Context: an optimization exercise on an open-source flow, tuned for small area, a short achievable clock period and few clock cycles per item. The choices shown serve that exercise and are no tape-out recipe.
The RTL was checked by simulation tests, not by an equivalence proof against the original design.
Power and IR drop assume default switching activity.

`flow/config.mk`:
```
export PLATFORM = sky130hd
export DESIGN_NAME = vcpu_alu
export DESIGN_NICKNAME = vcpu_alu
export VERILOG_FILES = /design/flow/design.v
export SDC_FILE = /design/flow/constraint.sdc
export NUM_CORES = 4
export LEC_CHECK = 0
export ABC_CLOCK_PERIOD_IN_PS = 4500
export CAP_MARGIN = 20
export CORE_MARGIN = 2
export CORE_UTILIZATION = 35
export SETUP_SLACK_MARGIN = 3.0
export SLEW_MARGIN = 20
```
`flow/constraint.sdc`:
```
create_clock -name core_clock -period 7.5 [get_ports {clk}]
set_input_delay 1.5000 -clock core_clock [delete_from_list [all_inputs] [get_ports {clk}]]
set_output_delay 1.5000 -clock core_clock [all_outputs]
set_load 0.01 [all_outputs]
```
`flow/design.v`:
```
module vcpu_alu (
    input  wire        clk,
    input  wire        rst,         
    input  wire        start,
    input  wire [7:0]  opcode,
    input  wire [1:0]  size,        
    input  wire [63:0] a,           
    input  wire [63:0] b,           
    output wire        in_ready,
    output reg         done,
    output reg  [63:0] result,      
    output reg         result_we,   
    output reg  [4:0]  flags,       
    output reg  [4:0]  flags_we,    
    output reg         div_zero     
);
    localparam [7:0] OP_LSR = 8'h10, OP_LSL = 8'h11, OP_ASR = 8'h12, OP_ASL = 8'h13;
    localparam [7:0] OP_MOV = 8'h20, OP_ADD = 8'h21, OP_SUB = 8'h22, OP_MUL = 8'h23;
    localparam [7:0] OP_DIV = 8'h24, OP_CMP = 8'h25;
    localparam [1:0] S_IDLE = 2'd0, S_MUL = 2'd1, S_MULF = 2'd2, S_DIV = 2'd3;
    function [63:0] mask_of(input [1:0] s);
        case (s)
            2'd0: mask_of = 64'h0000_0000_0000_00ff;
            2'd1: mask_of = 64'h0000_0000_0000_ffff;
            2'd2: mask_of = 64'h0000_0000_ffff_ffff;
            default: mask_of = 64'hffff_ffff_ffff_ffff;
        endcase
    endfunction
    function top_of(input [63:0] v, input [1:0] s);    
        case (s)
            2'd0: top_of = v[7];
            2'd1: top_of = v[15];
            2'd2: top_of = v[31];
            default: top_of = v[63];
        endcase
    endfunction
    function top1(input [63:0] v, input [3:0] z);      
        top1 = (v[7] & z[0]) | (v[15] & z[1]) | (v[31] & z[2]) | (v[63] & z[3]);
    endfunction
    function [6:0] width_of(input [1:0] s);
        case (s)
            2'd0: width_of = 7'd8;
            2'd1: width_of = 7'd16;
            2'd2: width_of = 7'd32;
            default: width_of = 7'd64;
        endcase
    endfunction
    function [63:0] rev64(input [63:0] v);
        integer i;
        for (i = 0; i < 64; i = i + 1) rev64[i] = v[63 - i];
    endfunction
    reg  [1:0]  st;
    reg         rdy;
    reg         x_v;                         
    reg  [3:0]  x_sz;    
    reg  [2:0]  x_mk;    
    reg  [2:0]  x_emk;   
    reg         x_inv;   
    reg         x_mov, x_add, x_sub, x_cmp, x_mul, x_div;
    reg         x_lsr, x_lsl, x_asr, x_asl;
    reg  [6:0]  x_lza;   
    reg  [6:0]  x_tza;   
    reg  [5:0]  x_dsh;   
    reg         x_bz;    
    reg         x_nge;   
    reg         x_neq;   
    reg         x_dq;    
    reg         x_swap;  
    reg         x_ml;    
    reg  [63:0] xa;      
    reg  [63:0] xb;      
    reg         xs;      
    reg  [63:0] pa;      
    reg  [63:0] qb;      
    reg         lost;    
    reg         blost;   
    reg  [5:0]  cnt;     
    assign in_ready = rdy;
    wire acc = start & rdy;
    wire [63:0] in_mask = mask_of(size);
    wire [63:0] am      = a & in_mask;
    wire [63:0] bm      = b & in_mask;
    wire        i_asl   = (opcode == OP_ASL);
    wire        i_mul   = (opcode == OP_MUL);
    wire        i_div   = (opcode == OP_DIV);
    wire        i_as    = top_of(a, size);
    wire [63:0] i_t     = (a ^ {64{i_asl & i_as}}) & in_mask;
    wire [6:0]  i_lza, i_lzb, i_tza;
    vcpu_alu_lzc64 u_lza (.v(i_t),       .lz(i_lza));
    vcpu_alu_lzc64 u_lzb (.v(bm),        .lz(i_lzb));
    vcpu_alu_lzc64 u_tza (.v(rev64(am)), .lz(i_tza));
    wire        i_bz    = (bm == 64'd0);
    wire        i_dq    = i_bz | (am < bm);
    wire [6:0]  i_w     = width_of(size);
    reg         i_nge;
    always @(*) begin
        case (size)
            2'd0: i_nge = |bm[63:3];
            2'd1: i_nge = |bm[63:4];
            2'd2: i_nge = |bm[63:5];
            default: i_nge = |bm[63:6];
        endcase
    end
    wire        i_neq   = (bm == {57'd0, i_w});
    wire        i_swap  = (i_lzb[6:2] > i_lza[6:2]);
    wire        idle  = (st == S_IDLE);
    wire        divi  = (st == S_DIV);
    wire [63:0] mask  = {{32{x_mk[2]}}, {16{x_mk[1]}}, {8{x_mk[0]}}, 8'hff};
    wire [6:0]  w7    = {x_sz[3], x_sz[2], x_sz[1], x_sz[0], 3'b000};
    wire [63:0] av    = xa & mask;
    wire        a_s   = top1(xa, x_sz);
    wire        b_s   = top1(xb, x_sz);
    wire        inv   = x_inv;
    wire [63:0] emask = {{32{x_emk[2]}}, {16{x_emk[1]}}, {8{x_emk[0]}}, 8'hff};
    wire [63:0] a_op  = xa & emask;
    wire [63:0] b_op  = (xb ^ {64{inv}}) & emask;
    wire [64:0] sum   = {1'b0, a_op} + {1'b0, b_op} + {64'd0, inv};
    wire        c_w   = (sum[8] & x_sz[0]) | (sum[16] & x_sz[1]) |
                        (sum[32] & x_sz[2]) | (sum[64] & x_sz[3]);   
    wire        s_s   = top1(sum[63:0], x_sz);
    wire [63:0] z_p   = a_op ^ b_op;
    wire [63:0] z_k   = {a_op[62:0] | b_op[62:0], inv};
    wire        s_z   = &((z_p ~^ z_k) | ~mask);
    wire        ar_v  = (a_s == top1(b_op, x_sz)) & (s_s != a_s);
    wire        sh_left = x_lsl | x_asl | x_div;
    wire        fill   = x_asr & a_s;
    wire [63:0] sh_in  = x_div ? rev64(xb) : sh_left ? rev64(av) : (av | ({64{fill}} & ~mask));
    wire [5:0]  sh_amt = x_div ? x_dsh : xb[5:0];
    wire signed [65:0] sh_x = {fill, sh_in, 1'b0};
    wire [65:0] sh_y   = sh_x >>> sh_amt;
    wire [63:0] sh_o   = sh_left ? rev64(sh_y[64:1]) : sh_y[64:1];
    wire        c_lft  = (sh_y[56] & x_sz[0]) | (sh_y[48] & x_sz[1]) |
                         (sh_y[32] & x_sz[2]) | (sh_y[0] & x_sz[3]);
    wire        x_left = x_lsl | x_asl;
    wire        sh_c   = x_nge ? (x_asr ? a_s : (x_neq & (x_lsr ? a_s : xa[0])))
                               : (x_left ? c_lft : sh_y[0]);
    wire [63:0] sh_r   = x_nge ? ({64{fill}} & mask) : (sh_o & mask);
    wire [7:0]  lza_n  = {1'b0, x_lza} + {2'b0, xb[5:0]};
    wire [7:0]  tza_n  = {1'b0, x_tza} + {2'b0, xb[5:0]};
    wire        sh_n   = x_left ? (~x_nge & top1(sh_o, x_sz))
                                : (x_asr ? a_s : (a_s & x_bz));
    wire        sh_z   = x_left ? (x_nge | (tza_n >= {1'b0, w7}))
                                : (~fill & (x_nge | (lza_n >= 8'd64)));
    wire [6:0]  v_lim  = {1'b0, xb[5:0]} + (7'd64 - w7);
    wire        asl_v  = ~x_bz & (x_nge ? (a_s | ~x_lza[6]) : (x_lza <= v_lim));
    wire        mfirst = idle;               
    wire [63:0] m_a    = mfirst ? (x_swap ? xb : av) : pa;
    wire [63:0] m_b    = mfirst ? (x_swap ? av : xb) : qb;
    wire [63:0] m_s    = mfirst ? 64'd0 : xa;
    wire [63:0] m_c    = mfirst ? 64'd0 : xb;
    wire [63:0] r0 = m_a[0] ? m_b         : 64'd0;
    wire [63:0] r1 = m_a[1] ? {m_b[62:0], 1'b0} : 64'd0;
    wire [63:0] r2 = m_a[2] ? {m_b[61:0], 2'b0} : 64'd0;
    wire [63:0] r3 = m_a[3] ? {m_b[60:0], 3'b0} : 64'd0;
    wire [63:0] f1s = m_s ^ m_c ^ r0;
    wire [63:0] f1c = (m_s & m_c) | (m_s & r0) | (m_c & r0);
    wire [63:0] f2s = r1 ^ r2 ^ r3;
    wire [63:0] f2c = (r1 & r2) | (r1 & r3) | (r2 & r3);
    wire [63:0] f1cs = {f1c[62:0], 1'b0};
    wire [63:0] f2cs = {f2c[62:0], 1'b0};
    wire [63:0] f3s = f1s ^ f1cs ^ f2s;
    wire [63:0] f3c = (f1s & f1cs) | (f1s & f2s) | (f1cs & f2s);
    wire [63:0] f3cs = {f3c[62:0], 1'b0};
    wire [63:0] f4s = f3s ^ f3cs ^ f2cs;
    wire [63:0] f4c = (f3s & f3cs) | (f3s & f2cs) | (f3cs & f2cs);
    wire [63:0] m_sn = f4s;
    wire [63:0] m_cn = {f4c[62:0], 1'b0};
    wire        m_drop = f1c[63] | f2c[63] | f3c[63] | f4c[63]
                       | (m_a[1] & m_b[63]) | (m_a[2] & |m_b[63:62]) | (m_a[3] & |m_b[63:61])
                       | (blost & ~mfirst & |m_a[3:0]);
    wire [63:0] m_an   = {4'd0, m_a[63:4]};
    wire        m_last = mfirst ? x_ml : (pa[63:4] == 60'd0);
    wire        m_ovf  = lost | c_w | |((xa | xb) & ~mask);
    wire        d_neg  = xs ^ inv ^ sum[64];
    wire        q_bit  = ~d_neg;
    wire [63:0] q_new  = {pa[62:0], q_bit};
    wire        q_n    = top1(q_new, x_sz);
    reg  [63:0] r_val;           
    always @(*) begin
        if (st == S_MULF)       r_val = sum[63:0];
        else if (divi)          r_val = q_new;
        else if (x_mov)         r_val = xb;
        else if (x_add | x_sub) r_val = sum[63:0];
        else if (x_lsr | x_lsl | x_asr | x_asl) r_val = sh_r;
        else if (x_div & ~x_bz) r_val = 64'd0;
        else                    r_val = xa;
    end
    wire        r_up   = ~idle;          
    wire [63:0] merged = ((r_up ? result : xa) & ~mask) | (r_val & mask);
    wire        x_shift  = x_lsr | x_lsl | x_asr | x_asl;
    wire        m_step   = (idle & x_v & x_mul) | (st == S_MUL);
    wire        d_setup  = idle & x_v & x_div & ~x_dq;
    wire        d_step   = divi & (cnt != 6'd0);
    wire        d_last   = divi & (cnt == 6'd0);
    always @(posedge clk) begin
        x_mov  <= (opcode == OP_MOV);
        x_add  <= (opcode == OP_ADD);
        x_sub  <= (opcode == OP_SUB);
        x_cmp  <= (opcode == OP_CMP);
        x_mul  <= i_mul;
        x_div  <= i_div;
        x_lsr  <= (opcode == OP_LSR);
        x_lsl  <= (opcode == OP_LSL);
        x_asr  <= (opcode == OP_ASR);
        x_asl  <= i_asl;
        x_lza  <= i_lza;
        x_tza  <= i_tza;
        x_dsh  <= i_lzb[5:0] - i_lza[5:0];
        x_bz   <= i_bz;
        x_nge  <= i_nge;
        x_neq  <= i_neq;
        x_dq   <= i_dq;
        x_swap <= i_swap;
        x_ml   <= (i_lza >= 7'd60) | (i_lzb >= 7'd60);
        if (acc) begin
            x_sz   <= {size == 2'd3, size == 2'd2, size == 2'd1, size == 2'd0};
            x_mk   <= {size == 2'd3, size[1], size != 2'd0};
        end
        if (d_setup | d_step) begin
            x_emk <= 3'b111;
            x_inv <= d_setup | ~d_neg;
        end else if (acc) begin
            x_emk <= {size == 2'd3, size[1], size != 2'd0};
            x_inv <= (opcode == OP_SUB) | (opcode == OP_CMP);
        end else begin
            x_emk <= x_mk;
            x_inv <= 1'b0;
        end
    end
    always @(posedge clk) begin
        if (d_step)      xa <= sum[63:0];
        else if (m_step) xa <= m_sn;
        else if (d_setup) xa <= av;                     
        else             xa <= a;
        if (d_step)      xb <= {1'b0, xb[63:1]};
        else if (m_step) xb <= m_cn;
        else if (d_setup) xb <= sh_o;                   
        else             xb <= bm;
        xs    <= divi & d_neg;
        if (m_step)      pa <= m_an;
        else if (divi)   pa <= q_new;
        else             pa <= 64'd0;
        qb    <= {m_b[59:0], 4'd0};
        lost  <= ((st == S_MUL) & lost) | m_drop;
        blost <= ((st == S_MUL) & blost) | (|m_b[63:60]);
        cnt   <= divi ? cnt - 6'd1 : x_dsh;
        if (idle | (st == S_MULF) | d_last) result <= merged;
        result_we <= ~idle | x_mov | x_add | x_sub | x_shift | (x_div & ~x_bz);
        flags_we  <= ~idle ? 5'b11111 : x_mov ? 5'b01100 :
                     (x_add | x_sub | x_cmp | x_shift | (x_div & ~x_bz)) ? 5'b11111 : 5'b00000;
        div_zero  <= idle & x_div & x_bz;
        if (st == S_MULF)
            flags <= {m_ovf, s_s, s_z, m_ovf, m_ovf};
        else if (divi)
            flags <= {1'b0, q_n, 1'b0, 2'b00};
        else if (x_mov)
            flags <= {1'b0, b_s, x_bz, 2'b00};
        else if (x_add)
            flags <= {c_w, s_s, s_z, ar_v, c_w};
        else if (x_sub | x_cmp)
            flags <= {~c_w, s_s, s_z, ar_v, ~c_w};
        else if (x_shift)
            flags <= {sh_c, sh_n, sh_z, asl_v & x_asl, sh_c};
        else if (x_div & ~x_bz)
            flags <= 5'b00100;           
        else
            flags <= 5'd0;
    end
    always @(posedge clk) begin
        if (rst) begin
            st   <= S_IDLE;
            rdy  <= 1'b1;
            x_v  <= 1'b0;
            done <= 1'b0;
        end else begin
            x_v  <= acc;
            done <= 1'b0;
            case (st)
            S_IDLE: begin
                rdy <= 1'b1;
                if (x_v) begin
                    done <= ~x_mul & ~(x_div & ~x_dq);
                    if (x_mul) begin
                        st  <= m_last ? S_MULF : S_MUL;
                        rdy <= m_last;
                    end
                    if (x_div & ~x_dq) begin
                        st  <= S_DIV;
                        rdy <= (x_dsh == 6'd0);
                    end
                end
            end
            S_MUL: begin
                if (m_last) begin
                    st  <= S_MULF;
                    rdy <= 1'b1;
                end
            end
            S_MULF: begin
                done <= 1'b1;
                st   <= S_IDLE;
                rdy  <= 1'b1;
            end
            S_DIV: begin
                if (cnt == 6'd1) rdy <= 1'b1;
                if (cnt == 6'd0) begin
                    done <= 1'b1;
                    st   <= S_IDLE;
                end
            end
            endcase
            if (acc) rdy <= ~(i_mul | (i_div & ~i_dq));
        end
    end
endmodule
module vcpu_alu_lzc64 (
    input  wire [63:0] v,
    output wire [6:0]  lz
);
    wire [31:0] v1;  wire [31:0] c1;
    wire [15:0] v2;  wire [31:0] c2;
    wire [7:0]  v3;  wire [23:0] c3;
    wire [3:0]  v4;  wire [15:0] c4;
    wire [1:0]  v5;  wire [9:0]  c5;
    wire        v6;  wire [5:0]  c6;
    genvar i;
    generate
        for (i = 0; i < 32; i = i + 1) begin : g1
            assign v1[i] = v[2*i+1] | v[2*i];
            assign c1[i] = ~v[2*i+1];
        end
        for (i = 0; i < 16; i = i + 1) begin : g2
            assign v2[i] = v1[2*i+1] | v1[2*i];
            assign c2[2*i+1:2*i] = v1[2*i+1] ? {1'b0, c1[2*i+1]} : {1'b1, c1[2*i]};
        end
        for (i = 0; i < 8; i = i + 1) begin : g3
            assign v3[i] = v2[2*i+1] | v2[2*i];
            assign c3[3*i+2:3*i] = v2[2*i+1] ? {1'b0, c2[4*i+3:4*i+2]} : {1'b1, c2[4*i+1:4*i]};
        end
        for (i = 0; i < 4; i = i + 1) begin : g4
            assign v4[i] = v3[2*i+1] | v3[2*i];
            assign c4[4*i+3:4*i] = v3[2*i+1] ? {1'b0, c3[6*i+5:6*i+3]} : {1'b1, c3[6*i+2:6*i]};
        end
        for (i = 0; i < 2; i = i + 1) begin : g5
            assign v5[i] = v4[2*i+1] | v4[2*i];
            assign c5[5*i+4:5*i] = v4[2*i+1] ? {1'b0, c4[8*i+7:8*i+4]} : {1'b1, c4[8*i+3:8*i]};
        end
    endgenerate
    assign v6 = v5[1] | v5[0];
    assign c6 = v5[1] ? {1'b0, c5[9:5]} : {1'b1, c5[4:0]};
    assign lz = v6 ? {1'b0, c6} : 7'd64;
endmodule
```
`flow/run.sh`:
```
#!/bin/bash
# synth_recipe.tcl (not shown) runs the flow's synth.tcl, then flattens the netlist and writes it again
# the make line also repeats each setting of config.mk as NAME=value (left out here)
make -C /OpenROAD-flow-scripts/flow DESIGN_CONFIG=/design/flow/config.mk WORK_HOME=/design/flow/orfs CLKGATE_MAP_FILE= SYNTH_SCRIPT=/design/flow/synth_recipe.tcl finish
```
==> impl_metrics.tcl, run 1 <==
set metrics [dict create \
    drt_iter0_markers 9680 \
    pin_count 219 \
    portBuffers 218 \
    holdBufCountCts 0 \
    min_delay_worst_endpoint "pa[19]" \
    hold_violations 0 \
    finClkSkew_ps 26.7 \
    slew_headroom_pct 9.67 \
    via_count 60277 \
    worstHoldStart "pa[18]" \
    hp-class "flip-flop to flip-flop" \
    rrSetupSlack_ps 2740 \
    synthTopCellsByArea "dfxtp_1 12%, fa_1 10%, o21ai_0 5.8%, nand2_1 5.8%, ha_1 5.7%" \
    worstHoldPathCells 2 \
    clock_latency_ps 700 \
    drt_first_pass_iters 9 \
    vias_per_cell 6.64 \
    post_drt_wl_per_cell_um 36.3 \
    synth_edf_count 76 \
    p_leak_nw 25.6 \
    post-route-util_pct 42.0 \
    setup_viol 0 \
    maxCapViolCount 0 \
    antenna_found_initial 41 \
    cts.sink_count 385 \
    path_max_fanout 15 \
    slew_viol_final 0 \
    dp_hpwl_mm 253 \
    max_freq_ghz 0.210 \
    fin_crit_ps 4760 \
    r2r_start "x_lsl" \
    grt_usage_pct 42.9 \
    grt_pass1_vias 55414 \
    cts-root-buf "clkbuf_16" \
    route.detailed.drc 0 \
    cts_made_buffers 55 \
    worst_ep_arrival_time_ps 5290 \
    dieArea_sq_um 148000 \
    rsz0062_at_grt "yes" \
    worst_slew_pin_slew_ps 1340 \
    grt_start_max_net_pins 154 \
    yosys_warnings 1 \
    drt-total-wl_mm 329 \
    gp_congestion 1.12 \
    reg2regPathDepth 13 \
    yosysTopAreaCell "dfxtp_1" \
    tns_ps 0 \
    cp-start-kind "flip-flop" \
    period_share_pct 63.5 \
    synth_common_cells "785 x nand2_1, 633 x nor2_1, 589 x o21ai_0" \
    status "no timing/DRC/antenna violations" \
    synth-seq-area-share_pct 16.7 \
    clk_pin_slew_worst_paths_ps 60 \
    criticalPathCategory "flip-flop to flip-flop" \
    ant_nets 0 \
    postSynth.asyncResetShare_pct 0 \
    postSynthAreaPerCell_sq_um 7.21 \
    synth_cell_types 104 \
    clockBufferDepth 3 \
    die_w_um 385 \
    cts_tree "built" \
    nNetsFinal 7728 \
    area_growth_pct 19.2 \
    synth_most_common_cell "nand2_1" \
    grt_pass1_wl_mm 447 \
    ir_drop_mv 0.638 \
    cp-end-kind "flip-flop" \
    synthFlopType "dfxtp_1" \
    num_rows 139 \
    worst_ep_required_time_ps 8030 \
    htree_levels 2 \
    synth_nets 7659 \
    synth-seq-cells 385 \
    yosysTopAreaCellShare_pct 12.2 \
    grt_overflow 0 \
    start_util_pct 35.3 \
    powerDensity_nw_per_um2 519 \
    coreArea_sq_um 144000 \
    drive_gt1_share_pct 13.5 \
    synthesis.area_sq_um 50700 \
    chipHeight_um 385 \
    syn_inst 7033 \
]
==> routing by layer <==
metal | vias up | GRT usage (%) | part of all wire [%]
met1 | 29356 | 52.7 | 37
met5 | - | 0.910 | 0.16
met3 | 1146 | 17.6 | 14
met2 | 4643 | 60.3 | 40
met4 | 34 | 29.8 | 8.8
li1 | 25098 | - | -
==> worst max-delay path by stage <==
stage                  from         to  slack, ps  cells after the start
detailed placement     a[7]   x_dsh[5]        940                     17
floorplan             a[63]   x_dsh[5]       2440                     21
CTS                   a[31]   x_dsh[5]       2800                     19
global route        size[1]   x_dsh[5]       2760                     19
global placement      x_inv  flip-flop        840                     14
finish                x_lsl  flip-flop       2740                     13
==> power by group <==
| part | switching [mW] | total, mW | leakage, nW | internal [mW] |
|---|---|---|---|---|
| combinational | 16.1 | 24.2 | 21.4 | 8.07 |
| clock | 1.20 | 2.77 | 0.874 | 1.57 |
| sequential | 1.33 | 4.43 | 3.36 | 3.09 |
| total | 18.6 | 31.4 | 25.6 | 12.7 |
==> critical path, cell delays in order (launching register included) <==
cell and delay, ps:
dfxtp_2 420, buf_6 230, or2_2 510, o2bb2ai_1 250, a31oi_2 420, a21oi_1 230, a211oi_2 470, o22ai_1 230
o21ai_0 510, buf_4 270, a221o_1 160, a21oi_1 40, o31ai_1 520, buf_4 280
==> layout make-up <==
class	instances	area, sq um
Antenna cell	21	52.6
Clock buffer	71	1480
Clock inverter	33	347
Fill cell	14893	83400
Inverter	583	2210
Multi-Input combinational cell	5453	39600
Sequential cell	385	8510
Tap cell	1903	2380
Timing Repair Buffer	624	5860
==> cells in the final DEF (no fill, tap or decap), types with 58 or more instances in the layout <==
master and instances:
nand2b_1 77, nand2_1 769, clkdlybuf4s50_1 202, edfxtp_1 76
nor3_1 65, inv_1 574, o21ai_0 550, a21o_1 91
mux2i_1 138, buf_4 341, dfxtp_1 289, a22oi_1 58
a31oi_1 77, xnor2_1 93, a211oi_1 64, nand4_1 64
nand3_1 185, nor2b_1 132, o211ai_1 243, and2_1 133
nor2_1 613, a21oi_1 401, and3_1 67, ha_1 208
fa_1 251, nor4_1 70, xor2_1 92
==> cells by family (layout without fill, tap and decap cells) <==
family / after synthesis / after routing / synth area share (%)
xor+xnor: 199 / 199 / 3.43
mux: 226 / 228 / 5.08
other cells: 0 / 21 / 0
flops: 385 / 385 / 16.7
fa+ha+maj: 485 / 485 / 15.7
buf+inv: 1201 / 1311 / 9.39
compound gates: 2195 / 2197 / 28.3
simple gates: 2342 / 2344 / 21.4
==> timing repair <==
item,CTS,global route
gates resized for setup,302,240
cloned,6,3
endpoints found under the setup margin,221,130
pin swaps,54,67
setup buffers,77,71
==> stage by stage <==
stage | hold WS (ps) | area, sq um | setup WS (ps) | power [mW] | instances
floorplan | 460 | 50800 | 2440 | 17.1 | 7033
global placement | 510 | 55000 | 845 | 26.2 | 8789
global route | 569 | 60400 | 2760 | 33.1 | 9055
detailed placement | 511 | 55100 | 938 | 26.5 | 8791
finish | 528 | 60500 | 2740 | 31.4 | 9073
CTS | 520 | 58800 | 2800 | 29.9 | 8978
Testbench counts, summed over its fixed seeds: cycles 28,654, ops 12,000.
==> run 2, diff against run 1 <==
--- a/flow/design.v
+++ b/flow/design.v
@@ -60,7 +60,9 @@
     reg         x_lsr, x_lsl, x_asr, x_asl;
     reg  [6:0]  x_lza;   
     reg  [6:0]  x_tza;   
-    reg  [5:0]  x_dsh;   
+    reg  [5:0]  x_n;     
+    reg         x_shl;   
+    reg         x_fill;  
     reg         x_bz;    
     reg         x_nge;   
     reg         x_neq;   
@@ -87,8 +89,17 @@
     wire [63:0] i_t     = (a ^ {64{i_asl & i_as}}) & in_mask;
     wire [6:0]  i_lza, i_lzb, i_tza;
     vcpu_alu_lzc64 u_lza (.v(i_t),       .lz(i_lza));
+    wire [6:0]  i_lzd;                       
+    vcpu_alu_lzc64 u_lzd (.v(am),        .lz(i_lzd));
     vcpu_alu_lzc64 u_lzb (.v(bm),        .lz(i_lzb));
     vcpu_alu_lzc64 u_tza (.v(rev64(am)), .lz(i_tza));
+    wire        i_lsl   = (opcode == OP_LSL);
+    wire        i_lsr   = (opcode == OP_LSR);
+    wire        i_asr   = (opcode == OP_ASR);
+    wire [63:0] i_xb    = (i_lsl | i_asl) ? rev64(am) :
+                          i_div           ? rev64(bm) :
+                          i_lsr           ? am :
+                          i_asr           ? (am | ({64{i_as}} & ~in_mask)) : bm;
     wire        i_bz    = (bm == 64'd0);
     wire        i_dq    = i_bz | (am < bm);
     wire [6:0]  i_w     = width_of(size);
@@ -102,7 +113,9 @@
         endcase
     end
     wire        i_neq   = (bm == {57'd0, i_w});
-    wire        i_swap  = (i_lzb[6:2] > i_lza[6:2]);
+    wire        i_sha   = (i_lzd >= 7'd60);
+    wire        i_shb   = (i_lzb >= 7'd60);
+    wire        i_swap  = ~i_sha & (i_shb | (i_lzb[6:2] > i_lzd[6:2]));
     wire        idle  = (st == S_IDLE);
     wire        divi  = (st == S_DIV);
     wire [63:0] mask  = {{32{x_mk[2]}}, {16{x_mk[1]}}, {8{x_mk[0]}}, 8'hff};
@@ -114,7 +127,8 @@
     wire [63:0] emask = {{32{x_emk[2]}}, {16{x_emk[1]}}, {8{x_emk[0]}}, 8'hff};
     wire [63:0] a_op  = xa & emask;
     wire [63:0] b_op  = (xb ^ {64{inv}}) & emask;
-    wire [64:0] sum   = {1'b0, a_op} + {1'b0, b_op} + {64'd0, inv};
+    wire [65:0] sum2  = {1'b0, a_op, 1'b1} + {1'b0, b_op, inv};
+    wire [64:0] sum   = sum2[65:1];
     wire        c_w   = (sum[8] & x_sz[0]) | (sum[16] & x_sz[1]) |
                         (sum[32] & x_sz[2]) | (sum[64] & x_sz[3]);   
     wire        s_s   = top1(sum[63:0], x_sz);
@@ -122,10 +136,10 @@
     wire [63:0] z_k   = {a_op[62:0] | b_op[62:0], inv};
     wire        s_z   = &((z_p ~^ z_k) | ~mask);
     wire        ar_v  = (a_s == top1(b_op, x_sz)) & (s_s != a_s);
-    wire        sh_left = x_lsl | x_asl | x_div;
-    wire        fill   = x_asr & a_s;
-    wire [63:0] sh_in  = x_div ? rev64(xb) : sh_left ? rev64(av) : (av | ({64{fill}} & ~mask));
-    wire [5:0]  sh_amt = x_div ? x_dsh : xb[5:0];
+    wire        sh_left = x_shl;
+    wire        fill   = x_fill;
+    wire [63:0] sh_in  = xb;
+    wire [5:0]  sh_amt = x_n;
     wire signed [65:0] sh_x = {fill, sh_in, 1'b0};
     wire [65:0] sh_y   = sh_x >>> sh_amt;
     wire [63:0] sh_o   = sh_left ? rev64(sh_y[64:1]) : sh_y[64:1];
@@ -134,14 +148,14 @@
     wire        x_left = x_lsl | x_asl;
     wire        sh_c   = x_nge ? (x_asr ? a_s : (x_neq & (x_lsr ? a_s : xa[0])))
                                : (x_left ? c_lft : sh_y[0]);
-    wire [63:0] sh_r   = x_nge ? ({64{fill}} & mask) : (sh_o & mask);
-    wire [7:0]  lza_n  = {1'b0, x_lza} + {2'b0, xb[5:0]};
-    wire [7:0]  tza_n  = {1'b0, x_tza} + {2'b0, xb[5:0]};
+    wire [63:0] sh_r   = x_nge ? {64{fill}} : sh_o;         
+    wire [7:0]  lza_n  = {1'b0, x_lza} + {2'b0, x_n};
+    wire [7:0]  tza_n  = {1'b0, x_tza} + {2'b0, x_n};
     wire        sh_n   = x_left ? (~x_nge & top1(sh_o, x_sz))
                                 : (x_asr ? a_s : (a_s & x_bz));
     wire        sh_z   = x_left ? (x_nge | (tza_n >= {1'b0, w7}))
                                 : (~fill & (x_nge | (lza_n >= 8'd64)));
-    wire [6:0]  v_lim  = {1'b0, xb[5:0]} + (7'd64 - w7);
+    wire [6:0]  v_lim  = {1'b0, x_n} + (7'd64 - w7);
     wire        asl_v  = ~x_bz & (x_nge ? (a_s | ~x_lza[6]) : (x_lza <= v_lim));
     wire        mfirst = idle;               
     wire [63:0] m_a    = mfirst ? (x_swap ? xb : av) : pa;
@@ -175,23 +189,23 @@
     wire        q_bit  = ~d_neg;
     wire [63:0] q_new  = {pa[62:0], q_bit};
     wire        q_n    = top1(q_new, x_sz);
-    reg  [63:0] r_val;           
-    always @(*) begin
-        if (st == S_MULF)       r_val = sum[63:0];
-        else if (divi)          r_val = q_new;
-        else if (x_mov)         r_val = xb;
-        else if (x_add | x_sub) r_val = sum[63:0];
-        else if (x_lsr | x_lsl | x_asr | x_asl) r_val = sh_r;
-        else if (x_div & ~x_bz) r_val = 64'd0;
-        else                    r_val = xa;
-    end
-    wire        r_up   = ~idle;          
-    wire [63:0] merged = ((r_up ? result : xa) & ~mask) | (r_val & mask);
     wire        x_shift  = x_lsr | x_lsl | x_asr | x_asl;
     wire        m_step   = (idle & x_v & x_mul) | (st == S_MUL);
     wire        d_setup  = idle & x_v & x_div & ~x_dq;
     wire        d_step   = divi & (cnt != 6'd0);
     wire        d_last   = divi & (cnt == 6'd0);
+    integer     k;
+    wire        rs_sum = (st == S_MULF) | (idle & (x_add | x_sub));
+    wire        rs_q   = divi;
+    wire        rs_b   = idle & x_mov;
+    wire        rs_sh  = idle & (x_lsr | x_lsl | x_asr | x_asl);
+    wire        rs_a   = idle & ~(x_mov | x_add | x_sub | x_lsr | x_lsl | x_asr | x_asl | (x_div & ~x_bz));
+    wire [63:0] r_val  = ({64{rs_sum}} & sum[63:0]) | ({64{rs_q}} & q_new) | ({64{rs_b}} & xb) |
+                         ({64{rs_sh}} & sh_r) | ({64{rs_a}} & xa);
+    wire [63:0] merged = (xa & ~mask) | (r_val & mask);
+    wire        r_fin  = (st == S_MULF) | d_last;
+    wire [63:0] r_en   = {{32{idle | (r_fin & x_mk[2])}}, {16{idle | (r_fin & x_mk[1])}},
+                          {8{idle | (r_fin & x_mk[0])}}, {8{idle | r_fin}}};
     always @(posedge clk) begin
         x_mov  <= (opcode == OP_MOV);
         x_add  <= (opcode == OP_ADD);
@@ -205,13 +219,15 @@
         x_asl  <= i_asl;
         x_lza  <= i_lza;
         x_tza  <= i_tza;
-        x_dsh  <= i_lzb[5:0] - i_lza[5:0];
+        x_n    <= i_div ? (i_lzb[5:0] - i_lzd[5:0]) : bm[5:0];
+        x_shl  <= i_lsl | i_asl | i_div;
+        x_fill <= i_asr & i_as;
         x_bz   <= i_bz;
         x_nge  <= i_nge;
         x_neq  <= i_neq;
         x_dq   <= i_dq;
         x_swap <= i_swap;
-        x_ml   <= (i_lza >= 7'd60) | (i_lzb >= 7'd60);
+        x_ml   <= i_sha | i_shb;
         if (acc) begin
             x_sz   <= {size == 2'd3, size == 2'd2, size == 2'd1, size == 2'd0};
             x_mk   <= {size == 2'd3, size[1], size != 2'd0};
@@ -235,7 +251,7 @@
         if (d_step)      xb <= {1'b0, xb[63:1]};
         else if (m_step) xb <= m_cn;
         else if (d_setup) xb <= sh_o;                   
-        else             xb <= bm;
+        else             xb <= i_xb;
         xs    <= divi & d_neg;
         if (m_step)      pa <= m_an;
         else if (divi)   pa <= q_new;
@@ -243,8 +259,9 @@
         qb    <= {m_b[59:0], 4'd0};
         lost  <= ((st == S_MUL) & lost) | m_drop;
         blost <= ((st == S_MUL) & blost) | (|m_b[63:60]);
-        cnt   <= divi ? cnt - 6'd1 : x_dsh;
-        if (idle | (st == S_MULF) | d_last) result <= merged;
+        cnt   <= divi ? cnt - 6'd1 : x_n;
+        for (k = 0; k < 64; k = k + 1)
+            if (r_en[k]) result[k] <= merged[k];
         result_we <= ~idle | x_mov | x_add | x_sub | x_shift | (x_div & ~x_bz);
         flags_we  <= ~idle ? 5'b11111 : x_mov ? 5'b01100 :
                      (x_add | x_sub | x_cmp | x_shift | (x_div & ~x_bz)) ? 5'b11111 : 5'b00000;
@@ -286,7 +303,7 @@
                     end
                     if (x_div & ~x_dq) begin
                         st  <= S_DIV;
-                        rdy <= (x_dsh == 6'd0);
+                        rdy <= (x_n == 6'd0);
                     end
                 end
             end
--- a/flow/config.mk
+++ b/flow/config.mk
@@ -8,6 +8,6 @@
 export ABC_CLOCK_PERIOD_IN_PS = 4500
 export CAP_MARGIN = 20
 export CORE_MARGIN = 2
-export CORE_UTILIZATION = 35
+export CORE_UTILIZATION = 30
 export SETUP_SLACK_MARGIN = 3.0
 export SLEW_MARGIN = 20
==> impl_metrics.tcl, run 2 <==
set metrics [dict create \
    grt_overflow 0 \
    cts.sink_count 387 \
    holdBufCountCts 0 \
    synth_fa_ha_area_share_pct 16.3 \
    synth_compound_area_share_pct 23.6 \
    yosys_warnings 1 \
    synth_nets 7159 \
    clock_latency_ps 700 \
    grt_pass1_wl_mm 379 \
    hold_violations 0 \
    die_w_um 408 \
    postSynth.asyncResetShare_pct 0 \
    cp-start-kind "input pin" \
    clockBufferDepth 3 \
    fin_crit_ps 4580 \
    cts_made_buffers 51 \
    maxCapViolCount 0 \
    dieArea_sq_um 166000 \
    worstSetupEndpoint "xb[14]" \
    filler_cell_count 17230 \
    hold_ws_ps 508 \
    grt_start_max_net_pins 155 \
    drt-total-wl_mm 273 \
    drive_gt1_share_pct 11.7 \
    hp-class "flip-flop to flip-flop" \
    crit_top_cell "o21ai_0" \
    layout_commonest_cell "nand2_1" \
    worst_ep_arrival_time_ps 5120 \
    vias_per_cell 6.13 \
    synthXorXnorAreaFrac_pct 3.67 \
    synth_cell_types 100 \
    crit_slowest_cell "a211oi_1" \
    startpoint "opcode[7]" \
    chipHeight_um 408 \
    period_share_pct 61.1 \
    ir_drop_mv 0.193 \
    nNetsFinal 7067 \
    num_rows 148 \
    dp_hpwl_mm 208 \
    final_cell_mix "711 x nand2_1, 607 x inv_1, 553 x nor2_1, 520 x o21ai_0, 295 x dfxtp_1" \
    criticalPathCategory "input pin to flip-flop" \
    synthTopCellsByArea "dfxtp_1 13%, fa_1 10%, ha_1 6.0%, o21ai_0 5.7%, nand2_1 5.6%" \
    tns_ps 0 \
    htree_levels 2 \
    cts-root-buf "clkbuf_16" \
    path_max_fanout 26 \
    yosysTopAreaCellShare_pct 12.7 \
    synth_top_family_by_area "compound AO/OA/AOI/OAI gates" \
    start_util_pct 30.1 \
    rrSetupSlack_ps 2970 \
    synth-seq-cells 387 \
    antenna_found_initial 24 \
    powerDensity_nw_per_um2 173 \
    synth_edf_count 76 \
    p_leak_nw 24.3 \
    grt_usage_pct 31.3 \
    synthesis.area_sq_um 48900 \
    layoutNonFillerInstCount 8667 \
    setup_viol 0 \
    grt_pass1_vias 49745 \
    worstSetupPathDepth 11 \
    cp_top_family "compound AO/OA/AOI/OAI gates" \
    muxShareOfSynthArea_pct 8.76 \
    post_drt_wl_per_cell_um 31.4 \
    r2r-end "lost" \
    route.detailed.drc 0 \
    ant_nets 0 \
    r2r_start "st[1]" \
    rsz0062_at_grt "yes" \
    place_inst 8498 \
    coreArea_sq_um 162000 \
    synthFlopType "dfxtp_1" \
    synth-simple-area-share_pct 20.6 \
    max_freq_ghz 0.218 \
    post-route-util_pct 34.9 \
    worstHoldStart "xb[57]" \
    synth-seq-area-share_pct 17.4 \
    slew_viol_final 0 \
    path_cells "clkdlybuf4s50_1 > nor4b_4 > nor4bb_2 > nand2b_2 > buf_4 > o311ai_1 > o21ai_0 > nor2_1 > a211oi_2 > a211oi_1 > o21ai_0" \
    syn_inst 6532 \
    synth_common_cells "732 x nand2_1, 612 x inv_1, 571 x nor2_1" \
    reg2regPathDepth 13 \
    cp-end-kind "flip-flop" \
    yosysTopAreaCell "dfxtp_1" \
    worstHoldPathCells 2 \
    cts_tree "built" \
    gp_congestion 1.09 \
    area_growth_pct 15.9 \
    worst_slew_pin_slew_ps 1260 \
    critPathBufInv 2 \
    slew_headroom_pct 15.5 \
    finClkSkew_ps 53.1 \
    status "no timing/DRC/antenna violations" \
    synth_most_common_cell "nand2_1" \
    drt_first_pass_iters 8 \
    drt_iter0_markers 7917 \
    via_count 53146 \
    clk_pin_slew_worst_paths_ps 70 \
    critical-path-max-stage-delay_ps 830 \
    worst_ep_required_time_ps 8040 \
    portBuffers 218 \
    pin_count 219 \
    postSynthAreaPerCell_sq_um 7.48 \
]
## run 2: changes by cell type in the layout (fill, tap and decap cells not counted), moves of 58 or more
| cell | before | now |
|---|---|---|
| and2_1 | 133 | 74 |
| a21oi_1 | 401 | 240 |
| nand2_1 | 769 | 711 |
| nor2_1 | 613 | 553 |
| mux4_2 | 20 | 106 |
| buf_4 | 341 | 176 |
| nand3_1 | 185 | 258 |
## run 2: final cells by class
| type | instances | area, sq um | area share [%] |
|---|---|---|---|
| diodes | 9 | 22.5 | 0.0398 |
| clock buffers | 65 | 1360 | 2.40 |
| clock inverters | 31 | 447 | 0.789 |
| inverters | 622 | 2360 | 4.17 |
| multi-input cells | 4944 | 37000 | 65.4 |
| flip-flops and latches | 387 | 8550 | 15.1 |
| well taps | 2175 | 2720 | 4.81 |
| repair buffers | 433 | 4140 | 7.31 |
| repair inverters | 1 | 8.76 | 0.0155 |
## run 2: how the worst min path moves through the flow
stage / end
2_1_floorplan: flags_we[2]
3_3_place_gp: xb[56]
3_5_place_dp: xb[56]
4_1_cts: xb[56]
5_1_grt: pa[33]
6_report: xb[56]
## run 2: cells by family (layout without fill, tap and decap cells)
logic type / after synthesis / after routing
buffers and inverters: 1204 / 1152
DFF: 387 / 387
adders and majority gates: 487 / 487
AOI/OAI and AO/OA: 1780 / 1781
muxes: 288 / 288
other: 0 / 9
xor gates and xnor gates: 205 / 205
and+or+nand+nor: 2181 / 2183
## run 2: metrics by stage
stage	setup WS, ps	instance area, sq um	power, mW
after floorplan	3000	49000	5.08
after global placement	1080	53000	6.67
after detailed placement	1280	53000	6.69
after CTS	2980	55700	9.57
after global routing	2920	56600	10.2
final	2920	56600	9.77
## run 2: power by group
part | leakage, nW | internal [mW] | switching [mW]
Sequential | 3.38 | 2.29 | 0.230
Clock | 0.869 | 1.60 | 1.19
Combinational | 20.1 | 1.56 | 2.89
Total | 24.3 | 5.46 | 4.32
## run 2: repair_timing
| action | in CTS | in global routing |
|---|---|---|
| gates cloned | 3 | 4 |
| resized for setup | 192 | 213 |
| setup endpoints to repair | 170 | 99 |
| setup buffers | 33 | 24 |
| pin swaps | 23 | 26 |
## run 2: per-layer routing
metal,track usage [%],vias up,part of all wire [%]
li1,-,22651,-
met1,38.9,26017,38
met2,46.5,3560,42
met3,7.92,896,11
met4,23.9,22,9.3
met5,0,-,0.051
## run 2: worst register-to-register path, delay by kind of cell (launching register included)
family / cells / cell delay (ps)
AOI/OAI and AO/OA: 2 / 510
adders and majority gates: 4 / 1880
buffers and inverters: 5 / 1080
DFF: 1 / 370
and+or+nand+nor: 2 / 550
Testbench counts of run 2, summed over its fixed seeds: cycles 28,654, ops 12,000.
==> run 3, diff against run 2 <==
--- a/flow/design.v
+++ b/flow/design.v
@@ -67,15 +67,22 @@
     reg         x_nge;   
     reg         x_neq;   
     reg         x_dq;    
+    reg         x_d1;    
+    reg         x_mz;    
     reg         x_swap;  
     reg         x_ml;    
     reg  [63:0] xa;      
     reg  [63:0] xb;      
     reg         xs;      
     reg  [63:0] pa;      
-    reg  [63:0] qb;      
-    reg         lost;    
-    reg         blost;   
+    reg  [64:0] qb;      
+    reg  [3:0]  dg_one, dg_two, dg_neg;    
+    reg         xa64;    
+    reg         xb64;    
+    reg         m_osure; 
+    reg         m_omay;  
+    reg  [6:0]  x_lzb;   
+    reg  [6:0]  x_lzd;   
     reg  [5:0]  cnt;     
     assign in_ready = rdy;
     wire acc = start & rdy;
@@ -102,6 +109,8 @@
                           i_asr           ? (am | ({64{i_as}} & ~in_mask)) : bm;
     wire        i_bz    = (bm == 64'd0);
     wire        i_dq    = i_bz | (am < bm);
+    wire        i_d1    = (i_lzd == i_lzb);             
+    wire        i_mz    = i_lzd[6] | i_bz;              
     wire [6:0]  i_w     = width_of(size);
     reg         i_nge;
     always @(*) begin
@@ -113,9 +122,10 @@
         endcase
     end
     wire        i_neq   = (bm == {57'd0, i_w});
-    wire        i_sha   = (i_lzd >= 7'd60);
-    wire        i_shb   = (i_lzb >= 7'd60);
-    wire        i_swap  = ~i_sha & (i_shb | (i_lzb[6:2] > i_lzd[6:2]));
+    wire        i_sha   = (i_lzd >= 7'd57);
+    wire        i_shb   = (i_lzb >= 7'd57);
+    wire        i_swap  = ~i_sha & (i_shb | (i_lzb[6:3] > i_lzd[6:3]));
+    wire [7:0]  i_mlo   = i_swap ? bm[7:0] : am[7:0];      
     wire        idle  = (st == S_IDLE);
     wire        divi  = (st == S_DIV);
     wire [63:0] mask  = {{32{x_mk[2]}}, {16{x_mk[1]}}, {8{x_mk[0]}}, 8'hff};
@@ -159,49 +169,59 @@
     wire        asl_v  = ~x_bz & (x_nge ? (a_s | ~x_lza[6]) : (x_lza <= v_lim));
     wire        mfirst = idle;               
     wire [63:0] m_a    = mfirst ? (x_swap ? xb : av) : pa;
-    wire [63:0] m_b    = mfirst ? (x_swap ? av : xb) : qb;
-    wire [63:0] m_s    = mfirst ? 64'd0 : xa;
-    wire [63:0] m_c    = mfirst ? 64'd0 : xb;
-    wire [63:0] r0 = m_a[0] ? m_b         : 64'd0;
-    wire [63:0] r1 = m_a[1] ? {m_b[62:0], 1'b0} : 64'd0;
-    wire [63:0] r2 = m_a[2] ? {m_b[61:0], 2'b0} : 64'd0;
-    wire [63:0] r3 = m_a[3] ? {m_b[60:0], 3'b0} : 64'd0;
-    wire [63:0] f1s = m_s ^ m_c ^ r0;
-    wire [63:0] f1c = (m_s & m_c) | (m_s & r0) | (m_c & r0);
-    wire [63:0] f2s = r1 ^ r2 ^ r3;
-    wire [63:0] f2c = (r1 & r2) | (r1 & r3) | (r2 & r3);
-    wire [63:0] f1cs = {f1c[62:0], 1'b0};
-    wire [63:0] f2cs = {f2c[62:0], 1'b0};
-    wire [63:0] f3s = f1s ^ f1cs ^ f2s;
-    wire [63:0] f3c = (f1s & f1cs) | (f1s & f2s) | (f1cs & f2s);
-    wire [63:0] f3cs = {f3c[62:0], 1'b0};
-    wire [63:0] f4s = f3s ^ f3cs ^ f2cs;
-    wire [63:0] f4c = (f3s & f3cs) | (f3s & f2cs) | (f3cs & f2cs);
-    wire [63:0] m_sn = f4s;
-    wire [63:0] m_cn = {f4c[62:0], 1'b0};
-    wire        m_drop = f1c[63] | f2c[63] | f3c[63] | f4c[63]
-                       | (m_a[1] & m_b[63]) | (m_a[2] & |m_b[63:62]) | (m_a[3] & |m_b[63:61])
-                       | (blost & ~mfirst & |m_a[3:0]);
-    wire [63:0] m_an   = {4'd0, m_a[63:4]};
-    wire        m_last = mfirst ? x_ml : (pa[63:4] == 60'd0);
-    wire        m_ovf  = lost | c_w | |((xa | xb) & ~mask);
+    wire [64:0] m_b    = mfirst ? {1'b0, (x_swap ? av : xb)} : qb;
+    wire [64:0] m_s    = mfirst ? 65'd0 : {xa64, xa};
+    wire [64:0] m_c    = mfirst ? 65'd0 : {xb64, xb};
+    wire [64:0] br0, br1, br2, br3;
+    vcpu_alu_booth #(0) u_b0 (.one(dg_one[0]), .two(dg_two[0]), .neg(dg_neg[0]), .b(m_b), .r(br0));
+    vcpu_alu_booth #(2) u_b1 (.one(dg_one[1]), .two(dg_two[1]), .neg(dg_neg[1]), .b(m_b), .r(br1));
+    vcpu_alu_booth #(4) u_b2 (.one(dg_one[2]), .two(dg_two[2]), .neg(dg_neg[2]), .b(m_b), .r(br2));
+    vcpu_alu_booth #(6) u_b3 (.one(dg_one[3]), .two(dg_two[3]), .neg(dg_neg[3]), .b(m_b), .r(br3));
+    wire [3:0]  bneg   = dg_neg;
+    wire [64:0] l1s0, l1c0, l1s1, l1c1, l2s, l2c, l3s, l3c;
+    vcpu_alu_csa u_l1a (.x(m_s), .y(m_c), .z(br0), .s(l1s0), .c(l1c0));
+    vcpu_alu_csa u_l1b (.x(br1), .y(br2), .z(br3), .s(l1s1), .c(l1c1));
+    vcpu_alu_csa u_l2  (.x(l1s0), .y({l1c0[63:0], bneg[0]}), .z(l1s1), .s(l2s), .c(l2c));
+    vcpu_alu_csa u_l3  (.x(l2s), .y({l2c[63:0], bneg[2]}), .z({l1c1[63:0], bneg[1]}), .s(l3s), .c(l3c));
+    wire [64:0] m_sn = l3s;
+    wire [64:0] m_cn = {l3c[63:0], bneg[3]};
+    wire [63:0] m_an   = {8'd0, m_a[63:8]};
+    wire        m_last = mfirst ? x_ml : (pa[63:7] == 57'd0);
+    wire [7:0]  m_lzs  = {1'b0, x_lzd} + {1'b0, x_lzb};
+    wire        m_sw   = (xa[8] & x_sz[0]) | (xa[16] & x_sz[1]) | (xa[32] & x_sz[2]) | (xa64 & x_sz[3]);
+    wire        m_cw   = (xb[8] & x_sz[0]) | (xb[16] & x_sz[1]) | (xb[32] & x_sz[2]) | (xb64 & x_sz[3]);
+    wire        m_pw   = m_sw ^ m_cw;        
+    wire        m_ovf  = m_osure | (m_omay & (m_pw ^ c_w));
     wire        d_neg  = xs ^ inv ^ sum[64];
     wire        q_bit  = ~d_neg;
     wire [63:0] q_new  = {pa[62:0], q_bit};
     wire        q_n    = top1(q_new, x_sz);
     wire        x_shift  = x_lsr | x_lsl | x_asr | x_asl;
-    wire        m_step   = (idle & x_v & x_mul) | (st == S_MUL);
-    wire        d_setup  = idle & x_v & x_div & ~x_dq;
+    wire        m_step   = (idle & x_v & x_mul & ~x_mz) | (st == S_MUL);
+    wire        d_setup  = idle & x_v & x_div & ~x_dq & ~x_d1;
     wire        d_step   = divi & (cnt != 6'd0);
     wire        d_last   = divi & (cnt == 6'd0);
+    wire [8:0]  dn_g   = m_step ? m_a[15:7] : {i_mlo, 1'b0};
+    wire [3:0]  dn_one, dn_two, dn_neg;
+    genvar gi;
+    generate
+        for (gi = 0; gi < 4; gi = gi + 1) begin : g_bd
+            assign dn_one[gi] = dn_g[2*gi+1] ^ dn_g[2*gi];
+            assign dn_two[gi] = (dn_g[2*gi+2] & ~dn_g[2*gi+1] & ~dn_g[2*gi]) |
+                                (~dn_g[2*gi+2] & dn_g[2*gi+1] & dn_g[2*gi]);
+            assign dn_neg[gi] = dn_g[2*gi+2] & ~(dn_g[2*gi+1] & dn_g[2*gi]);
+        end
+    endgenerate
     integer     k;
     wire        rs_sum = (st == S_MULF) | (idle & (x_add | x_sub));
     wire        rs_q   = divi;
     wire        rs_b   = idle & x_mov;
     wire        rs_sh  = idle & (x_lsr | x_lsl | x_asr | x_asl);
-    wire        rs_a   = idle & ~(x_mov | x_add | x_sub | x_lsr | x_lsl | x_asr | x_asl | (x_div & ~x_bz));
+    wire        rs_one = idle & x_div & ~x_dq & x_d1;
+    wire        rs_a   = idle & ~(x_mov | x_add | x_sub | x_lsr | x_lsl | x_asr | x_asl |
+                                  (x_div & ~x_bz & (x_dq | x_d1)) | (x_mul & x_mz));
     wire [63:0] r_val  = ({64{rs_sum}} & sum[63:0]) | ({64{rs_q}} & q_new) | ({64{rs_b}} & xb) |
-                         ({64{rs_sh}} & sh_r) | ({64{rs_a}} & xa);
+                         ({64{rs_sh}} & sh_r) | ({64{rs_a}} & xa) | {63'd0, rs_one};
     wire [63:0] merged = (xa & ~mask) | (r_val & mask);
     wire        r_fin  = (st == S_MULF) | d_last;
     wire [63:0] r_en   = {{32{idle | (r_fin & x_mk[2])}}, {16{idle | (r_fin & x_mk[1])}},
@@ -222,12 +242,16 @@
         x_n    <= i_div ? (i_lzb[5:0] - i_lzd[5:0]) : bm[5:0];
         x_shl  <= i_lsl | i_asl | i_div;
         x_fill <= i_asr & i_as;
+        x_lzd  <= i_lzd;
         x_bz   <= i_bz;
         x_nge  <= i_nge;
         x_neq  <= i_neq;
         x_dq   <= i_dq;
+        x_d1   <= i_d1;
+        x_mz   <= i_mz;
         x_swap <= i_swap;
-        x_ml   <= i_sha | i_shb;
+        x_ml   <= (i_lzd >= 7'd57) | (i_lzb >= 7'd57);
+        x_lzb  <= i_lzb;
         if (acc) begin
             x_sz   <= {size == 2'd3, size == 2'd2, size == 2'd1, size == 2'd0};
             x_mk   <= {size == 2'd3, size[1], size != 2'd0};
@@ -245,26 +269,33 @@
     end
     always @(posedge clk) begin
         if (d_step)      xa <= sum[63:0];
-        else if (m_step) xa <= m_sn;
+        else if (m_step) xa <= m_sn[63:0];
         else if (d_setup) xa <= av;                     
         else             xa <= a;
         if (d_step)      xb <= {1'b0, xb[63:1]};
-        else if (m_step) xb <= m_cn;
+        else if (m_step) xb <= m_cn[63:0];
         else if (d_setup) xb <= sh_o;                   
         else             xb <= i_xb;
         xs    <= divi & d_neg;
         if (m_step)      pa <= m_an;
         else if (divi)   pa <= q_new;
         else             pa <= 64'd0;
-        qb    <= {m_b[59:0], 4'd0};
-        lost  <= ((st == S_MUL) & lost) | m_drop;
-        blost <= ((st == S_MUL) & blost) | (|m_b[63:60]);
+        qb    <= {m_b[56:0], 8'd0};
+        dg_one <= dn_one;
+        dg_two <= dn_two;
+        dg_neg <= dn_neg;
+        xa64  <= m_sn[64];
+        xb64  <= m_cn[64];
+        if (idle) begin
+            m_osure <= (m_lzs <= 8'd126 - {1'b0, w7});
+            m_omay  <= (m_lzs == 8'd127 - {1'b0, w7});
+        end
         cnt   <= divi ? cnt - 6'd1 : x_n;
         for (k = 0; k < 64; k = k + 1)
             if (r_en[k]) result[k] <= merged[k];
-        result_we <= ~idle | x_mov | x_add | x_sub | x_shift | (x_div & ~x_bz);
+        result_we <= ~idle | x_mov | x_add | x_sub | x_shift | (x_div & ~x_bz) | x_mul;
         flags_we  <= ~idle ? 5'b11111 : x_mov ? 5'b01100 :
-                     (x_add | x_sub | x_cmp | x_shift | (x_div & ~x_bz)) ? 5'b11111 : 5'b00000;
+                     (x_add | x_sub | x_cmp | x_shift | (x_div & ~x_bz) | x_mul) ? 5'b11111 : 5'b00000;
         div_zero  <= idle & x_div & x_bz;
         if (st == S_MULF)
             flags <= {m_ovf, s_s, s_z, m_ovf, m_ovf};
@@ -279,6 +310,8 @@
         else if (x_shift)
             flags <= {sh_c, sh_n, sh_z, asl_v & x_asl, sh_c};
         else if (x_div & ~x_bz)
+            flags <= x_dq ? 5'b00100 : 5'b00000;   
+        else if (x_mul)
             flags <= 5'b00100;           
         else
             flags <= 5'd0;
@@ -296,12 +329,12 @@
             S_IDLE: begin
                 rdy <= 1'b1;
                 if (x_v) begin
-                    done <= ~x_mul & ~(x_div & ~x_dq);
-                    if (x_mul) begin
+                    done <= ~(x_mul & ~x_mz) & ~(x_div & ~x_dq & ~x_d1);
+                    if (x_mul & ~x_mz) begin
                         st  <= m_last ? S_MULF : S_MUL;
                         rdy <= m_last;
                     end
-                    if (x_div & ~x_dq) begin
+                    if (x_div & ~x_dq & ~x_d1) begin
                         st  <= S_DIV;
                         rdy <= (x_n == 6'd0);
                     end
@@ -326,7 +359,7 @@
                 end
             end
             endcase
-            if (acc) rdy <= ~(i_mul | (i_div & ~i_dq));
+            if (acc) rdy <= ~((i_mul & ~i_mz) | (i_div & ~i_dq & ~i_d1));
         end
     end
 endmodule
@@ -367,3 +400,19 @@
     assign c6 = v5[1] ? {1'b0, c5[9:5]} : {1'b1, c5[4:0]};
     assign lz = v6 ? {1'b0, c6} : 7'd64;
 endmodule
+module vcpu_alu_csa (
+    input  wire [64:0] x, y, z,
+    output wire [64:0] s, c
+);
+    assign s = x ^ y ^ z;
+    assign c = (x & y) | (x & z) | (y & z);
+endmodule
+module vcpu_alu_booth #(parameter SH = 0) (
+    input  wire        one, two, neg,
+    input  wire [64:0] b,
+    output wire [64:0] r
+);
+    wire [64:0] b1 = b << SH;
+    wire [64:0] b2 = b << (SH + 1);
+    assign r = (({65{one}} & b1) | ({65{two}} & b2)) ^ {65{neg}};
+endmodule
==> impl_metrics.tcl, run 3 <==
set metrics [dict create \
    status "no timing/DRC/antenna violations" \
    grt_start_max_net_pins 183 \
    worst_ep_arrival_time_ps 5200 \
    chipHeight_um 423 \
    path_max_fanout 6 \
    drt_iter0_markers 7356 \
    placedInstanceArea_sq_um 56900 \
    maxCapViolCount 0 \
    start_util_pct 30.2 \
    pin_count 219 \
    yosysTopAreaCellShare_pct 12.7 \
    seq_area_sq_um 9110 \
    postSynth.asyncResetShare_pct 0 \
    hp-class "flip-flop to flip-flop" \
    vias_per_cell 6.09 \
    fin_crit_ps 4580 \
    setup_viol 0 \
    worst_ep_required_time_ps 8120 \
    area_growth_pct 19.7 \
    synth_common_cells "750 x nand2_1, 590 x inv_1, 585 x o21ai_0" \
    synthFlopType "dfxtp_1" \
    cp-end-kind "flip-flop" \
    die_w_um 423 \
    gp_congestion 1.03 \
    drive_gt1_share_pct 14.4 \
    powerDensity_nw_per_um2 610 \
    clk_pin_slew_worst_paths_ps 60 \
    portBuffers 218 \
    rsz0062_at_grt "yes" \
    clock_latency_ps 700 \
    nNetsFinal 7569 \
    synth_nets 7605 \
    synth_edf_count 78 \
    grt_pass1_wl_mm 397 \
    cts-root-buf "clkbuf_16" \
    post_drt_wl_per_cell_um 30.5 \
    synth-seq-cells 412 \
    coreArea_sq_um 174000 \
    cts_tree "built" \
    ir_drop_mv 0.415 \
    yosysTopAreaCell "dfxtp_1" \
    drt-total-wl_mm 283 \
    finClkSkew_ps 54.0 \
    hold_violations 0 \
    cts_made_buffers 52 \
    htree_levels 2 \
    yosys_warnings 1 \
    grt_usage_pct 30.1 \
    route.detailed.drc 0 \
    dieArea_sq_um 179000 \
    via_count 56604 \
    syn_inst 6957 \
    final_cell_mix "743 x nand2_1, 581 x inv_1, 552 x o21ai_0, 411 x nor2_1, 354 x xnor2_1" \
    postSynthAreaPerCell_sq_um 7.57 \
    filler_cell_count 18186 \
    grt_pass1_vias 53394 \
    p_leak_nw 25.8 \
    dp_hpwl_mm 214 \
    synth_most_common_cell "nand2_1" \
    antenna_found_initial 40 \
    period_share_pct 61.0 \
    fin_area_sq_um 63000 \
    worst_slew_pin_slew_ps 1310 \
    max_freq_ghz 0.218 \
    clockBufferDepth 3 \
    num_rows 153 \
    criticalPathCategory "input pin to flip-flop" \
    grt_overflow 0 \
    synth_cell_types 94 \
    setup_ws_ps 2920 \
    slew_viol_final 0 \
    multi_input_area_sq_um 41700 \
    tns_ps 0 \
    cts.sink_count 412 \
    drt_first_pass_iters 9 \
    ant_nets 0 \
    synthesis.area_sq_um 52600 \
    slew_headroom_pct 11.9 \
    synthTopCellsByArea "dfxtp_1 13%, fa_1 9.8%, xnor2_1 6.0%, ha_1 5.9%, o21ai_0 5.6%" \
    cp-start-kind "input pin" \
    place_ws_ps 825 \
    layout_commonest_cell "nand2_1" \
    synth-seq-area-share_pct 17.1 \
]
run 3: cell types whose count changed in the layout (fill, tap and decap cells not counted), sizes merged, moves of 59 or more:
cell           delta
nor2            -129
buf             +133
clkdlybuf4s50    -59
a21oi            +59
xnor2           +253
nand3            -69
a22oi           +258
run 3: metal layers:
layer	track usage, %	vias up	wire [um]
met3	6.92	794	28300
met4	17.3	22	20900
met2	46.5	3462	123000
met1	38.4	27977	111000
li1	-	24349	-
met5	0	-	157
run 3: final timing paths:
check,from,endpoint,slack [ps],cells past startpoint
setup / recovery,b[24],dg_two[3],2920,17
hold / removal,pa[2],pa[3],480,2
setup reg to reg,x_inv,flags[2],2960,13
hold reg to reg,pa[2],pa[3],480,2
run 3: final cells by class:
cell class                 count  share of cell area [%]
multi-input combinational   5295                    66.2
sequential                   412                    14.5
timing repair buffer         561                    8.37
tap                         2325                    4.62
inverter                     599                    3.61
clock buffer                  70                    2.33
clock inverter                26                   0.413
antenna                        6                  0.0238
run 3: logic make-up after synthesis:
| family | Yosys count | share of synthesized area (%) |
|---|---|---|
| xor gates and xnor gates | 466 | 7.75 |
| and+or+nand+nor | 2003 | 17.6 |
| AOI/OAI and AO/OA | 2061 | 25.7 |
| adders and majority gates | 507 | 15.7 |
| muxes | 256 | 7.00 |
| buffers and inverters | 1252 | 8.98 |
| DFF | 412 | 17.1 |
run 3: where the power goes:
group | total, mW | leakage [nW] | internal (mW) | switching (mW)
clock network | 2.65 | 0.837 | 1.46 | 1.19
registers | 5.07 | 3.59 | 3.29 | 1.78
logic | 30.7 | 21.4 | 12.4 | 18.3
run 3: worst max-delay path, stage by stage:
cell and delay [ps]:
buf_8 90, or4_4 590, a21boi_4 200, nand3_4 140, o311a_4 420, a2bb2oi_4 300
inv_2 100, ha_4 280, nand4b_1 130, o21ai_1 130, inv_1 100, a211oi_4 360
nor2_4 140, buf_6 140, o211ai_4 280, o211ai_1 140, mux2i_1 150
run 3: through the flow:
stage / std cells / power [mW] / util (%) / hold WS [ps]
final: 9294 / 38.4 / 36.2 / 476
after global routing: 9292 / 41.5 / 36.2 / 495
after CTS: 9192 / 36.9 / 35.1 / 473
after floorplan: 6957 / 22.4 / - / 428
after global placement: 9013 / 32.9 / 32.6 / 456
after detailed placement: 9014 / 32.9 / 32.6 / 461
run 3: timing repair:
item	4_1_cts	5_1_grt
pin swaps	71	98
setup buffers	80	86
gates resized for setup	501	278
gates cloned	2	6
endpoints found under the setup margin	208	179
hold buffers	0	0
Testbench counts of run 3, summed over its fixed seeds: cycles 24,191, ops 12,000.

[re-timing with driven ports]
Ports are ideal in the flow. The routed layouts listed here were re-timed in OpenROAD. Step 1: set_driving_cell puts a clkbuf_16 on clk and a buf_2 on each other input, an assumption about the parent block. Step 2 times the ports against the registers' clock, not the clock port: input delays grow and output delays shrink by t, the midpoint of the rising clock arrivals with the driver on. Slacks: no drivers / after step 1 / after step 2; pairs: no drivers / after step 1.
run	shift t [ns]	setup WS [ns]	worst hold slack (ns)	worst register clock-pin slew, ns	worst data-port slew with drivers (ns)
run 1	0.780	2.739 / 2.739 / 2.150	0.528 / 0.528 / 0.528	0.08 / 0.08	0.10
run 2	0.758	2.916 / 2.965 / 2.207	0.508 / 0.508 / 0.508	0.08 / 0.08	0.10
run 3	0.769	2.922 / 2.942 / 2.173	0.476 / 0.476 / 0.476	0.07 / 0.07	0.26
After both steps every run listed still meets setup and hold. The setup slack of run 3, which loses most, moves by +0.020 ns with the drivers and by -0.749 ns with both steps.
